From an optimization exercise on the open Yosys and OpenROAD flow, aimed at small area and few clock cycles; shortcuts taken in it are not production practice.
The RTL was checked by simulation tests, not by an equivalence proof against the original design.
Power and IR drop assume default switching activity.

## flow/design.v (module list and top-level ports; edited modules follow where they fit)
// module lifx_registry: 21 lines
// module lifx_assembler: 1221 lines
// module lifx_oai22: 6 lines
// module lifx_nor: 6 lines
// module lifx_nand: 6 lines
module lifx_assembler (
    input  wire         clk,
    input  wire         rst,
    input  wire         req_valid,
    output wire         req_ready,
    input  wire [11:0]  hdr_protocol,
    input  wire         hdr_addressable,
    input  wire         hdr_tagged,
    input  wire [1:0]   hdr_origin,
    input  wire [31:0]  hdr_source,
    input  wire [63:0]  hdr_target,
    input  wire [47:0]  hdr_site_id,
    input  wire         hdr_res_required,
    input  wire         hdr_ack_required,
    input  wire [7:0]   hdr_sequence,
    input  wire [63:0]  hdr_timestamp,
    input  wire [15:0]  pld_type,
    input  wire [511:0] pld_data,
    output wire         tx_valid,
    output wire         tx_last,
    output wire [7:0]   tx_data,
    input  wire         tx_ready,
    output wire         res_valid,
    output wire [3:0]   res_status
);
  // ...
==> flow/flow/run.sh <==
#!/bin/bash
# The standard layout (standard.sh), with three changes to how the layout
# is made:
#  - the port buffers are the smallest buffer cell (buf_1) instead of the cell
#    buffer_ports picks by default;
#  - before floorplanning, every combinational cell is given the smallest drive
#    strength of its function (flow/downsize.tcl); the flow's repair steps
#    size cells up again where timing, slew or load need it;
#  - power recovery (downsizing gates off the critical paths) after global
#    routing.
# Each ORFS step writes its full log under orfs/logs/; make's output goes to
# orfs_make.log.
set -euo pipefail
here=$(pwd)
bash standard.sh \
  'BUFFER_PORTS_ARGS=-buffer_cell sky130_fd_sc_hd__buf_1' \
  "PRE_FLOORPLAN_TCL=$here/flow/downsize.tcl" \
  RECOVER_POWER=100 \
  finish > orfs_make.log 2>&1
==> flow/flow/downsize.tcl <==
# Before floorplanning: give every combinational cell the smallest drive
# strength of its function (same cell name but for the _N size suffix). The
# flow's own timing and design repair size cells up again where needed.
set ds_count 0
set ds_saved 0.0
foreach inst [get_cells *] {
  set lc [get_lib_cells -of_objects $inst]
  set name [get_name $lc]
  if {![regexp {^(sky130_fd_sc_hd__[a-z0-9]+)_([0-9]+)$} $name -> base size]} { continue }
  if {[regexp {^sky130_fd_sc_hd__(df|edf|sdf|dl|sdl|einv|ebuf)} $base]} { continue }
  if {[regexp {^sky130_fd_sc_hd__(buf|clkbuf|clkdlybuf|dlygate|dlymetal|inv|clkinv|conb|lpflow|probe|diode|tap|fill|decap)} $base]} { continue }
  set best $lc
  set best_area [get_property $lc area]
  foreach cand [get_lib_cells ${base}_*] {
    set cn [get_name $cand]
    if {![regexp "^${base}_\[0-9\]+\$" $cn]} { continue }
    if {[get_property $cand dont_use]} { continue }
    set ca [get_property $cand area]
    if {$ca < $best_area} { set best $cand; set best_area $ca }
  }
  if {$best ne $lc} {
    set ds_saved [expr {$ds_saved + [get_property $lc area] - $best_area}]
    replace_cell $inst $best
    incr ds_count
  }
}
puts "downsize: replaced $ds_count cells, [format %.1f $ds_saved] um2 less"
==> flow/standard.sh <==
#!/bin/bash
# synth_recipe.tcl (not shown) runs the flow's synth.tcl, then flattens the netlist and writes it again
# the make line also repeats each setting of config.mk as NAME=value (left out here)
make -C /OpenROAD-flow-scripts/flow DESIGN_CONFIG=/design/flow/config.mk WORK_HOME=/design/flow/orfs CLKGATE_MAP_FILE= SYNTH_SCRIPT=/design/flow/synth_recipe.tcl "${@:-finish}"
==> flow/config.mk <==
export PLATFORM = sky130hd
export DESIGN_NAME = lifx_assembler
export DESIGN_NICKNAME = lifx_assembler
export VERILOG_FILES = /design/flow/design.v
export SDC_FILE = /design/flow/constraint.sdc
export NUM_CORES = 4
export LEC_CHECK = 0
export CAP_MARGIN = 20
export CORE_AREA = 5 5 275 275
export CTS_BUF_LIST = sky130_fd_sc_hd__clkbuf_2
export DIE_AREA = 0 0 280 280
export SLEW_MARGIN = 20
export SYNTH_HIERARCHICAL = 1
export SYNTH_MINIMUM_KEEP_SIZE = 0
==> flow/constraint.sdc <==
create_clock -name core_clock -period 8.0 [get_ports {clk}]
set_input_delay 1.6000 -clock core_clock [delete_from_list [all_inputs] [get_ports {clk}]]
set_output_delay 1.6000 -clock core_clock [all_outputs]
set_load 0.01 [all_outputs]
==> flow_summary.json, run 1 <==
{
  "combPwrFrac_pct": 79.3,
  "cp_max_fo": 17,
  "crit_path_end_kind": "primary output",
  "drt_iter0_markers": 1070,
  "cts_sinks": 7,
  "routed_wl_um": 88100,
  "cts_tree": "built",
  "relSlewSlack_pct": 16.1,
  "drive_above_1_share_pct": 4.76,
  "largest_reg_flops": 7,
  "multi_input_area_share_pct": 50.5,
  "ios": 782,
  "die_y_um": 280,
  "cts_setup_buffers": 0,
  "fin_hold_ws_ps": 607,
  "die_area_um2": 78400,
  "p_comb_uw": 242,
  "maxCapViolCount": 0,
  "cp-endpoint": "tx_data[4]",
  "setup_tns_ps": 0,
  "hold_violations": 0,
  "cp_slowest_cell": "nor4_1",
  "clkCellAreaFrac_pct": 0.210,
  "maxSlewViolCount": 0,
  "post_cts_resized": 0,
  "status": "finished clean",
  "pg_seq_uw": 34.8,
  "ir_drop_v": 0.0000287,
  "grt_max_degree": 22,
  "highest_layer": "met5",
  "critPathKind": "in -> out",
  "dp_cells": 2593,
  "drt_first_pass_iters": 6,
  "min_period_ps": 7570,
  "power_density_nw_per_um2": 32.1,
  "cp_cell_sequence": "clkbuf_1 > nand2_1 > nor4_1 > a31o_2 > nand3b_1 > o22ai_1 > nor4_1 > nand4_1 > nor4_1 > buf_1",
  "worstReg2RegStart": "idx[2]",
  "r2r_slack_ps": 5300,
  "critPathMaxStageDelay_ps": 1030,
  "regArea_um2": 140,
  "grt_util_met3_pct": 5.92,
  "antenna_found_initial": 38,
  "crit_required_ps": 6400,
  "pwr.group.clock_uw": 28.4
}
Testbench counts, summed over its fixed seeds: cycles 77,707.
==> run 2, diff against run 1 <==
--- a/flow/flow/run.sh
+++ b/flow/flow/run.sh
@@ -1,4 +1,4 @@
 #!/bin/bash
-# The standard layout (standard.sh), with three changes to how the layout
+# The standard layout (standard.sh), with these changes to how the layout
 # is made:
 #  - the port buffers are the smallest buffer cell (buf_1) instead of the cell
==> run 2 against run 1 <==
  * Synthesized cell count stayed put
  * Worst setup slack is the same
  * First-iteration DRC count is the same
  * Hold slack did not move
  * Still clean on timing, DRC and antenna
  * Via count is the same
  * Sequential power about the same
  * Sequential share of layout area is the same
  * Fmax stayed put
  * Critical endpoint unchanged
  * Utilization unchanged
  * Combinational power about the same
==> flow_summary.json, run 2 <==
{
  "status": "finished clean",
  "layout_common_cells": "buf_1, o22ai_1, nand2_1, nor4_1, buf_4",
  "maxCapViolCount": 0,
  "post_cts_resized": 0,
  "hold_violations": 0,
  "groute.layer.met2.usage_pct": 33.2,
  "ios": 782,
  "drt_first_pass_iters": 6,
  "io_buffers": 779,
  "layout_commonest_cell": "buf_1",
  "setup_tns_ps": 0,
  "cp_top_family": "simple AND/OR/NAND/NOR gates",
  "grt_setup_unrepaired": "no",
  "track_usage_pct": 20.6,
  "crit_required_ps": 6400,
  "drcViolationCount": 0,
  "nFillCells": 8599,
  "grt_pass1_wl_um": 109000,
  "cts_root_buf": "clkbuf_2",
  "fin_skew_ps": 3.25,
  "wl_per_cell_um": 33.7,
  "num_vias": 12200,
  "yosysWarnings": 7,
  "drive_above_1_share_pct": 4.76,
  "cp_slowest_cell": "nor4_1",
  "reg_top3": "idx (7)",
  "grt_max_degree": 22,
  "start_util_pct": 6.91,
  "cts_tree": "built",
  "cp-start-kind": "primary input",
  "multi_input_area_um2": 4800,
  "drt_iter0_markers": 1070,
  "critPathMaxStageDelay_ps": 1030,
  "fin_hold_ws_ps": 607,
  "clk_pin_slew_ps": 80,
  "dpl.hpwl_um": 78800,
  "cts_made_buffers": 3,
  "synthCells": 839,
  "htreeDepth": 1,
  "cts.path.max_buffers": 2,
  "regMostFlops": "idx",
  "grt_util_met1_pct": 27.3,
  "relSlewSlack_pct": 16.1,
  "routed_wl_um": 88100,
  "drt-vias-per-instance": 4.66,
  "cts_setup_buffers": 0,
  "ir_drop_v": 0.0000287,
  "grt_overflow": 0,
  "nets": 2411,
  "holdBufCountCts": 0,
  "critPathBufInv": 2,
  "cts_sinks": 7,
  "rows": 99,
  "maxSlewViolCount": 0,
  "die_x_um": 280,
  "grt_util_met3_pct": 5.92,
  "regArea_um2": 140,
  "cp_max_fo": 17,
  "arrival_ps": 5970,
  "stdcell_count": 2615,
  "tightest_slew_ps": 1250,
  "setup_viol": 0,
  "critPathKind": "in -> out",
  "p_leak_uw": 0.00265,
  "gp_congestion": 1.06,
  "dp_cells": 2593,
  "die_area_um2": 78400,
  "power_density_nw_per_um2": 32.1,
  "crit_path_end_kind": "primary output",
  "grt_busiest_layer": "met2",
  "antenna_found_initial": 38,
  "grt_pass1_vias": 11800,
  "fin_crit_sh_pct": 94.6,
  "fmax_mhz": 132,
  "min_period_ps": 7570,
  "min_path_type": "reg -> reg",
  "r2r_slack_ps": 5300,
  "coreArea_um2": 72600,
  "clock_latency_ps": 250,
  "final_antenna_net_count": 0,
  "die_y_um": 280,
  "cp_common_cell": "nor4_1",
  "largest_reg_flops": 7,
  "cp_cell_sequence": "clkbuf_1 > nand2_1 > nor4_1 > a31o_2 > nand3b_1 > o22ai_1 > nor4_1 > nand4_1 > nor4_1 > buf_1"
}
-- run 2: path summary, 6_finish.rpt --
check / cells past startpoint / endpoint / start
max: 10 / tx_data[4] / pld_type[4]
min: 2 / idx[0] / idx[0]
max reg2reg: 8 / idx[5] / idx[2]
min reg2reg: 2 / idx[0] / idx[0]
-- run 2: tightest hold or removal path: stages, from the launching register on --
cell     delay [ps]
dfxtp_1         410
nand2_1          90
o21ai_0          70
-- run 2: per-stage QoR --
stage | total power (uW) | setup WS, ps | util, % | instance area, um^2
detailed placement | 276 | 439 | 13.0 | 9450
floorplan | 82.1 | 2440 | - | 5020
finish | 305 | 434 | 13.1 | 9510
CTS | 306 | 441 | 13.1 | 9470
global placement | 278 | 309 | 13.0 | 9420
global route | 327 | 205 | 13.1 | 9490
-- run 2: layout make-up --
type | instances | area share [%]
multi-input combinational | 791 | 50.5
timing repair buffer | 824 | 34.3
tap | 959 | 12.6
sequential | 7 | 1.47
inverter | 12 | 0.474
antenna | 18 | 0.474
clock buffer | 4 | 0.210
-- run 2: routing by layer --
metal	vias to the layer above	wire, um
li1	5300	-
met3	157	8820
met2	985	39200
met1	5712	37400
met4	20	2540
met5	-	134
-- run 2: where the power goes --
group	total, uW	internal (uW)	switching, uW
clock network	28.4	13.3	15.1
registers	34.8	34.8	0.00404
logic	242	109	133
total	305	157	148

[port drivers added, routing unchanged]
No port has a modelled driver above. Below, the same layouts with a new extraction and two added sets of constraints. Step 1 (the two cells are an assumption about what drives the block):
set clk [get_ports {clk}]
set_driving_cell -lib_cell sky130_fd_sc_hd__clkbuf_16 $clk
set_driving_cell -lib_cell sky130_fd_sc_hd__buf_2 [delete_from_list [all_inputs] $clk]
Step 2 adds t to the input delays and takes it off the output delays; t is the mean of the earliest and latest rising clock arrival at the registers after step 1. Input paths then give back, and output paths get back, about the clock's delay inside the block. Slacks: ideal / step 1 / step 2; pairs: ideal / step 1.
run	t (ns)	slack for setup (ns)	worst setup path at the end	slew at the worst register clock pin (ns)
run 1	0.287	0.434 / 0.394 / 0.394	input to output	0.08 / 0.08
run 2	0.287	0.434 / 0.394 / 0.394	input to output	0.08 / 0.08
After both steps setup and hold are still met in every run listed.
